Source: an optimization exercise on an open RTL-to-GDS flow (aim: small area). Production flows keep margins and buffers that such runs may drop.
Only simulation tests tie the RTL to the original design; equivalence was not proved.
No activity file was given, so power comes from the tool's default toggle rates.

## flow/config.mk

```make
export PLATFORM = sky130hd
export DESIGN_NAME = sensor_sampler
export DESIGN_NICKNAME = sensor_sampler
export VERILOG_FILES = /design/flow/design.v
export SDC_FILE = /design/flow/constraint.sdc
export NUM_CORES = 4
export LEC_CHECK = 0
export CAP_MARGIN = 20
export CORE_MARGIN = 2
export CORE_UTILIZATION = 40
export SLEW_MARGIN = 20
```

## flow/constraint.sdc

```tcl
create_clock -name core_clock -period 40.0 [get_ports {clk}]
set_input_delay 8.0000 -clock core_clock [delete_from_list [all_inputs] [get_ports {clk}]]
set_output_delay 8.0000 -clock core_clock [all_outputs]
set_load 0.01 [all_outputs]
```

## flow/design.v

```verilog
module sensor_sampler #(
    parameter integer SA = 16,    
    parameter integer SG = 131    
) (
    input  wire        clk,
    input  wire        rst,
    input  wire        cmd_valid,
    input  wire [7:0]  cmd_data,
    output wire        cmd_ready,
    output reg         resp_valid,
    output reg         resp_kind,       
    output reg  [15:0] resp_value,
    input  wire        resp_ready,
    output reg         bus_dir,         
    output wire        tx_valid,
    output wire [7:0]  tx_data,
    input  wire        tx_ready,        
    input  wire        rx_valid,
    input  wire [7:0]  rx_data,
    output wire        rx_ready,
    output wire        txt_valid,
    output wire [7:0]  txt_data,
    input  wire        txt_ready
);
    localparam [7:0] REQ_BYTE = 8'h3C;
    localparam [7:0] ST_OK      = 8'h00;
    localparam [7:0] ST_ILLEGAL = 8'h04;
    localparam [2:0] P_IDLE     = 3'd0,
                     P_REQ_TX   = 3'd1,
                     P_TX_WAIT  = 3'd2,
                     P_RX_DATA  = 3'd3,
                     P_RX_DELIM = 3'd4,
                     P_PROCESS  = 3'd5,
                     P_EMIT     = 3'd6;
    localparam signed [16:0] DIV_A = SA[16:0];
    localparam signed [16:0] DIV_G = SG[16:0];
    reg  [2:0]  phase;
    reg         cur_dump;
    reg  [3:0]  rx_count;
    reg  [7:0]  fbuf [0:11];
    reg  [15:0] cache [0:5];
    reg  [2:0]  line;
    reg  [4:0]  pos;
    integer i;
    assign cmd_ready = (phase == P_IDLE) && !resp_valid;
    assign tx_valid  = (phase == P_REQ_TX);
    assign tx_data   = REQ_BYTE;
    assign rx_ready  = (phase == P_RX_DATA) || (phase == P_RX_DELIM);
    assign txt_valid = (phase == P_EMIT);
    wire cmd_fire = cmd_valid && cmd_ready;
    wire tx_fire  = tx_valid && tx_ready;
    wire rx_fire  = rx_valid && rx_ready;
    wire txt_fire = txt_valid && txt_ready;
    reg  [15:0] scaled [0:5];
    reg  signed [16:0] local_v;
    reg  signed [16:0] quot;
    always @(*) begin
        for (i = 0; i < 6; i = i + 1) begin
            local_v = {fbuf[2*i][7], fbuf[2*i], fbuf[2*i+1]};
            if (i < 3)
                quot = local_v / DIV_A;
            else
                quot = local_v / DIV_G;
            scaled[i] = quot[15:0];
        end
    end
    wire [2:0]  ch     = line - 3'd1;
    wire [15:0] val    = cache[ch];
    wire        neg    = val[15];
    wire [15:0] mag    = neg ? (~val + 16'd1) : val;
    wire [15:0] q4 = mag / 16'd10000;
    wire [15:0] q3 = (mag / 16'd1000) % 16'd10;
    wire [15:0] q2 = (mag / 16'd100) % 16'd10;
    wire [15:0] q1 = (mag / 16'd10) % 16'd10;
    wire [15:0] q0 = mag % 16'd10;
    wire [3:0]  d4 = q4[3:0];
    wire [3:0]  d3 = q3[3:0];
    wire [3:0]  d2 = q2[3:0];
    wire [3:0]  d1 = q1[3:0];
    wire [3:0]  d0 = q0[3:0];
    wire [2:0]  ndig = (mag >= 16'd10000) ? 3'd5 :
                       (mag >= 16'd1000)  ? 3'd4 :
                       (mag >= 16'd100)   ? 3'd3 :
                       (mag >= 16'd10)    ? 3'd2 : 3'd1;
    wire [2:0]  vlen = ndig + {2'b00, neg};
    reg  [3:0]  klen;
    always @(*) begin
        case (ch)
            3'd3:    klen = 4'd9;
            3'd4:    klen = 4'd10;
            3'd5:    klen = 4'd8;
            default: klen = 4'd5;
        endcase
    end
    function [7:0] key_char(input [2:0] c, input [3:0] k);
        begin
            key_char = 8'h20;
            if (c < 3'd3) begin
                case (k)
                    4'd0: key_char = "A";
                    4'd1: key_char = "c";
                    4'd2: key_char = "c";
                    4'd3: key_char = " ";
                    4'd4: key_char = (c == 3'd0) ? "X" : (c == 3'd1) ? "Y" : "Z";
                    default: key_char = 8'h20;
                endcase
            end else if (k < 4'd5) begin
                case (k)
                    4'd0: key_char = "G";
                    4'd1: key_char = "y";
                    4'd2: key_char = "r";
                    4'd3: key_char = "o";
                    default: key_char = " ";
                endcase
            end else begin
                case (c)
                    3'd3: case (k)
                              4'd5: key_char = "R";
                              4'd6: key_char = "o";
                              default: key_char = "l";
                          endcase
                    3'd4: case (k)
                              4'd5: key_char = "P";
                              4'd6: key_char = "i";
                              4'd7: key_char = "t";
                              4'd8: key_char = "c";
                              default: key_char = "h";
                          endcase
                    default: case (k)
                              4'd5: key_char = "Y";
                              4'd6: key_char = "a";
                              default: key_char = "w";
                          endcase
                endcase
            end
        end
    endfunction
    wire [4:0] vstart = {1'b0, klen} + 5'd5;
    wire [4:0] vend   = vstart + {2'b00, vlen};   
    wire [4:0] vpos   = pos - vstart;
    wire [2:0] vidx_digit = vpos[2:0] - {2'b00, neg};
    wire       last_ch = (ch == 3'd5);
    reg  [3:0]  digit;
    reg  [2:0]  didx;
    always @(*) begin
        didx = 3'd5 - ndig;        
        case (didx + vidx_digit)
            3'd0:    digit = d4;
            3'd1:    digit = d3;
            3'd2:    digit = d2;
            3'd3:    digit = d1;
            default: digit = d0;
        endcase
    end
    reg  [7:0] chr;
    reg        line_end;    
    always @(*) begin
        chr = 8'h0A;
        line_end = 1'b0;
        if (line == 3'd0 || line == 3'd7) begin
            if (pos == 5'd0) begin
                chr = (line == 3'd0) ? "{" : "}";
            end else begin
                chr = 8'h0A;
                line_end = 1'b1;
            end
        end else if (pos == 5'd0) begin
            chr = 8'h09;
        end else if (pos == 5'd1) begin
            chr = 8'h22;
        end else if (pos < {1'b0, klen} + 5'd2) begin
            chr = key_char(ch, pos[3:0] - 4'd2);
        end else if (pos == {1'b0, klen} + 5'd2) begin
            chr = 8'h22;
        end else if (pos == {1'b0, klen} + 5'd3) begin
            chr = ":";
        end else if (pos == {1'b0, klen} + 5'd4) begin
            chr = " ";
        end else if (pos < vend) begin
            if (neg && pos == vstart)
                chr = "-";
            else
                chr = 8'h30 + {4'd0, digit};
        end else if (pos == vend && !last_ch) begin
            chr = ",";
        end else begin
            chr = 8'h0A;
            line_end = 1'b1;
        end
    end
    assign txt_data = chr;
    always @(posedge clk) begin
        if (rst) begin
            phase      <= P_IDLE;
            cur_dump   <= 1'b0;
            bus_dir    <= 1'b0;
            rx_count   <= 4'd0;
            resp_valid <= 1'b0;
            resp_kind  <= 1'b0;
            resp_value <= 16'd0;
            line       <= 3'd0;
            pos        <= 5'd0;
            for (i = 0; i < 6; i = i + 1)
                cache[i] <= 16'd0;
            for (i = 0; i < 12; i = i + 1)
                fbuf[i] <= 8'd0;
        end else begin
            if (resp_valid && resp_ready)
                resp_valid <= 1'b0;
            case (phase)
                P_IDLE: begin
                    if (cmd_fire) begin
                        if (cmd_data == 8'h01 || cmd_data == 8'h02) begin
                            cur_dump <= (cmd_data == 8'h02);
                            bus_dir  <= 1'b1;
                            phase    <= P_REQ_TX;
                        end else if (cmd_data[7:3] == 5'b00010 && cmd_data[2:0] <= 3'd5) begin
                            resp_valid <= 1'b1;
                            resp_kind  <= 1'b1;
                            resp_value <= cache[cmd_data[2:0]];
                        end else begin
                            resp_valid <= 1'b1;
                            resp_kind  <= 1'b0;
                            resp_value <= {8'd0, ST_ILLEGAL};
                        end
                    end
                end
                P_REQ_TX: begin
                    if (tx_fire)
                        phase <= P_TX_WAIT;
                end
                P_TX_WAIT: begin
                    if (tx_ready) begin
                        bus_dir  <= 1'b0;
                        rx_count <= 4'd0;
                        phase    <= P_RX_DATA;
                    end
                end
                P_RX_DATA: begin
                    if (rx_fire) begin
                        fbuf[rx_count] <= rx_data;
                        rx_count       <= rx_count + 4'd1;
                        if (rx_count == 4'd11)
                            phase <= P_RX_DELIM;
                    end
                end
                P_RX_DELIM: begin
                    if (rx_fire)
                        phase <= P_PROCESS;
                end
                P_PROCESS: begin
                    for (i = 0; i < 6; i = i + 1)
                        cache[i] <= scaled[i];
                    if (cur_dump) begin
                        line  <= 3'd0;
                        pos   <= 5'd0;
                        phase <= P_EMIT;
                    end else begin
                        resp_valid <= 1'b1;
                        resp_kind  <= 1'b0;
                        resp_value <= {8'd0, ST_OK};
                        phase      <= P_IDLE;
                    end
                end
                P_EMIT: begin
                    if (txt_fire) begin
                        if (line_end) begin
                            pos <= 5'd0;
                            if (line == 3'd7) begin
                                resp_valid <= 1'b1;
                                resp_kind  <= 1'b0;
                                resp_value <= {8'd0, ST_OK};
                                phase      <= P_IDLE;
                            end else begin
                                line <= line + 3'd1;
                            end
                        end else begin
                            pos <= pos + 5'd1;
                        end
                    end
                end
                default: phase <= P_IDLE;
            endcase
        end
    end
endmodule
```

## flow/run.sh

```bash
#!/bin/bash
# synth_recipe.tcl (not shown) runs the flow's synth.tcl, then flattens the netlist and writes it again
# the make line also repeats each setting of config.mk as NAME=value (left out here)
make -C /OpenROAD-flow-scripts/flow DESIGN_CONFIG=/design/flow/config.mk WORK_HOME=/design/flow/orfs CLKGATE_MAP_FILE= SYNTH_SCRIPT=/design/flow/synth_recipe.tcl finish
```

==> out/qor.csv <==
stage,metric,value,unit
synth,Netlist Area Pre-Place,26900,um2
clock_network,clk buf depth,3,
global_routing,largest net degree at the start of global routing,73,
synth,"FFs w/ async S/R, synth",0,%
finish,Final Util,45.6,%
die,Die Ht,263,um
sta,period utilization,95.7,%
placed_design,Port Buffers,52,
die,Rows,95,
clock_network,H-tree Lvls,1,
finish,flip-flop and latch area,5510,um2
setup_path,critical path's slowest cell,or4_1,
die,DIE WIDTH,263,um
synth,Post-synth EDFFs,96,
min_path,Hold Path End,resp_value[8],
status,status,"complete, no violations",
routing,final WL,85.8,mm
routing,DRC,0,
routing,TritonRoute pass-1 iters,6,
setup_path,FF-to-FF End,cache[3][6],
setup_path,crit start category,register,
synth,Gate Count Post-Synth,3595,
setup_path,FF-to-FF Start,fbuf[7][0],
finish,footprint of the multi-input gates,20900,um2
global_routing,total gr overflow,0,
setup_path,reg2reg setup slack,26.77,ns
die,die area,69300,um2
finish,final instance area,30500,um2
finish,FILL cells,6672,
routing,Vias/cell,6.05,
min_path,Cells on Worst Hold Path,2,
setup_path,Setup CP Type,register to primary output,
power_and_ir_drop,VDD IR max,0.0464,mV
die,Initial Util,40.2,%
sta,Worst Hold Slack,0.452,ns
sta,final setup fails,0,
clock_network,"CTS clk-pin slew, worst paths",0.06,ns
placed_design,Placer Congestion,0.905,
global_routing,initial antenna violation count,2,
die,core area,66800,um2
setup_path,Critical Path AT,30.30,ns
min_path,Hold Path Class,register to register,
global_routing,GRT Util Overall,23.6,%
power_and_ir_drop,Leakage Power,12.1,nW
finish,layout cells sized above 1,11.3,%
sta,Max Fclk,26.1,MHz
clock_network,number of buffers created by CTS,23,
placed_design,Inst Count DP,4467,
routing,"antenna viol nets, final",0,
sta,Clock Skew,0.0215,ns
sta,Pins Over Slew Limit,0,
synth,synth unique cells,120,
clock_network,CTS Sinks,227,
clock_network,Clock Tree Root,clkbuf_16,
routing,1st-iter DRT viols,2223,
setup_path,Crit Path Max Fanout,11,
synth,sequential-to-total area share from yosys stat,20.5,%
global_routing,vias in the first global route,25485,
routing,vias,27551,
sta,Max-slew headroom,22.7,%
die,num ports,62,
setup_path,delay of the slowest critical-path stage,0.57,ns
finish,Non-Filler Instances,4555,
sta,worst slew pin tran,1.15,ns
setup_path,r2r worst-path depth,43,
finish,Layout Nets,3833,
setup_path,CP endpoint kind,primary output,
min_path,Worst Hold Launch,resp_value[8],
synth,Synth Register Bits,227,
sta,total negative slack,0,ns
synth,most used flip-flop cell after synthesis,dfxtp_1,
setup_path,CP most frequent cell,ha_1,
synth,Yosys Warn Count,3,
placed_design,placed inst area,28700,um2
sta,minimum clock period,38.30,ns
routing,WL/cell,18.8,um
flow_run,max-cap violations,0,
power_and_ir_drop,PD cells,31.9,nW/um2
clock_network,clock latency (worst-skew pair),0.53,ns
placed_design,post-detail-place hpwl,65.5,mm
clock_network,CTS tree,yes,
global_routing,first-pass GRT wire length,137,mm
sta,"Hold Vio Cnt, Final",0,
synth,syn_area_per_cell,7.48,um2
setup_path,"Req. time, crit path",32.00,ns
finish,Layout area overhead,13.3,%
worst max-delay path: cells and delay by family, from the launching register on:
family / cells / cell delay, ns
multiplexers: 7 / 1.98
XOR/XNOR: 6 / 0.91
adder cells (fa/ha/maj): 18 / 5.85
flip-flops: 1 / 0.36
buffers and inverters: 13 / 1.77
AND/OR/NAND/NOR: 49 / 8.98
AO/OA/AOI/OAI: 51 / 9.85
flip-flops by register name, summed over array words and instances, names as in the netlist:
| register | cells |
|---|---|
| bus_dir | 1 |
| cache | 96 |
| cur_dump | 1 |
| fbuf | 96 |
| line | 3 |
| phase | 3 |
| pos | 5 |
| resp_kind | 1 |
| resp_valid | 1 |
| resp_value | 16 |
| rx_count | 4 |
cells in the mapped netlist, drive strengths merged (96+ instances only):
cell    count  share of area [%]
nand3     128                2.4
clkbuf    127                1.8
o21ai     189                3.5
edfxtp     96                 11
and3      141                3.3
nor2      331                4.6
inv       113                1.6
dfxtp     131                9.8
a21oi     261                5.0
nor3      105                2.0
nand2     365                5.1
xnor2     182                5.9
ha        142                6.6
routing by layer:
metal	track usage, %	vias to the layer above	part of all wire [%]
li1	-	13600	-
met1	30.6	12986	44
met2	41.8	824	48
met3	2.05	139	5.0
met4	6.25	2	2.9
met5	0	-	0.0093
timing repair:
action / in CTS / in global routing
hold endpoints to repair: 0 / 0
pin swaps: 8 / 26
setup endpoints to repair: 4 / 4
gates cloned: 1 / 0
hold buffers: 0 / 0
setup buffers: 17 / 28
gates resized for setup: 33 / 104
worst max-delay path by stage:
stage                        from          end  slack [ns]
after CTS                 line[1]  txt_data[0]        0.02
final                     line[1]  txt_data[0]        1.70
after floorplan           line[0]  txt_data[0]        0.25
after global placement    line[1]  txt_data[0]        0.14
after detailed placement  line[1]  txt_data[0]       -0.76
after global routing      line[1]  txt_data[0]       -0.34
stage by stage:
step                setup slack, ns  total power [W]
floorplan                     0.253         0.000651
global placement              0.145         0.000750
detailed placement           -0.755         0.000752
CTS                          0.0163         0.000969
global route                 -0.342          0.00104
finish                         1.70         0.000973
cells by family after synthesis:
family,count (synthesis),synth area share (%)
AO/OA/AOI/OAI,1105,28.4
XOR/XNOR,274,8.96
adder cells (fa/ha/maj),149,6.98
buffers and inverters,296,4.46
flip-flops,227,20.5
multiplexers,92,3.64
other,2,0.0279
AND/OR/NAND/NOR,1450,27.0
area by class of cell:
cell class                 count  share of cell area [%]
antenna                        1                 0.00822
clock buffer                  31                    2.19
clock inverter                10                   0.267
inverter                     115                    1.42
multi-input combinational   3080                    68.5
sequential                   227                    18.1
tap                          873                    3.59
timing repair buffer         218                    5.91
cells in the final DEF (no fill, tap or decap), types with 26 or more instances in the layout:
master             n
nor4_1            26
nor3_1            98
a211oi_1          72
xor2_1            91
a21oi_1          238
nand3_1          124
nand2_1          359
mux2_2            31
a22oi_1           33
buf_4            164
nor2_1           322
a31oi_1           53
o21ai_0          163
nand4_1           34
o21a_1            45
xnor2_1          179
a21o_1            68
ha_1             135
and3_1           141
o31ai_1           29
edfxtp_1          96
dfxtp_1          130
o211ai_1          52
clkdlybuf4s50_1   49
nand2b_1          62
or3_1             43
nor2b_1           34
and2_1            45
mux2i_1           49
inv_1            109
power breakdown:
group / total (W) / internal, W / switching, W
clock: 0.000217 / 0.000124 / 0.0000929
sequential: 0.000252 / 0.000246 / 0.00000620
combinational: 0.000504 / 0.000191 / 0.000313
total: 0.000973 / 0.000560 / 0.000413

static timing again, ports no longer ideal:
No port has a modelled driver above. Below, the same layout with a new extraction and two added sets of constraints.
Step 1 sets driving cells, clkbuf_16 on the clock port and buf_2 on the other inputs (assumed; they add their load-dependent delay and slew).
Step 2 adds t to the input delays and takes it off the output delays; t is the mean of the earliest and latest rising clock arrival at the registers after step 1. Input paths then give back, and output paths get back, about the clock's delay inside the block.
Three values: ideal ports, drivers, drivers and shift; two values: the first two.
shift t [ns]: 0.574
setup slack, ns: 1.704 / 1.651 / 2.225
hold slack, ns: 0.452 / 0.452 / 0.452
pins driven straight from the clock port: 1
After both steps setup and hold are still met in this run. The setup slack of this run moves by -0.053 ns with the drivers and by +0.521 ns with both steps.
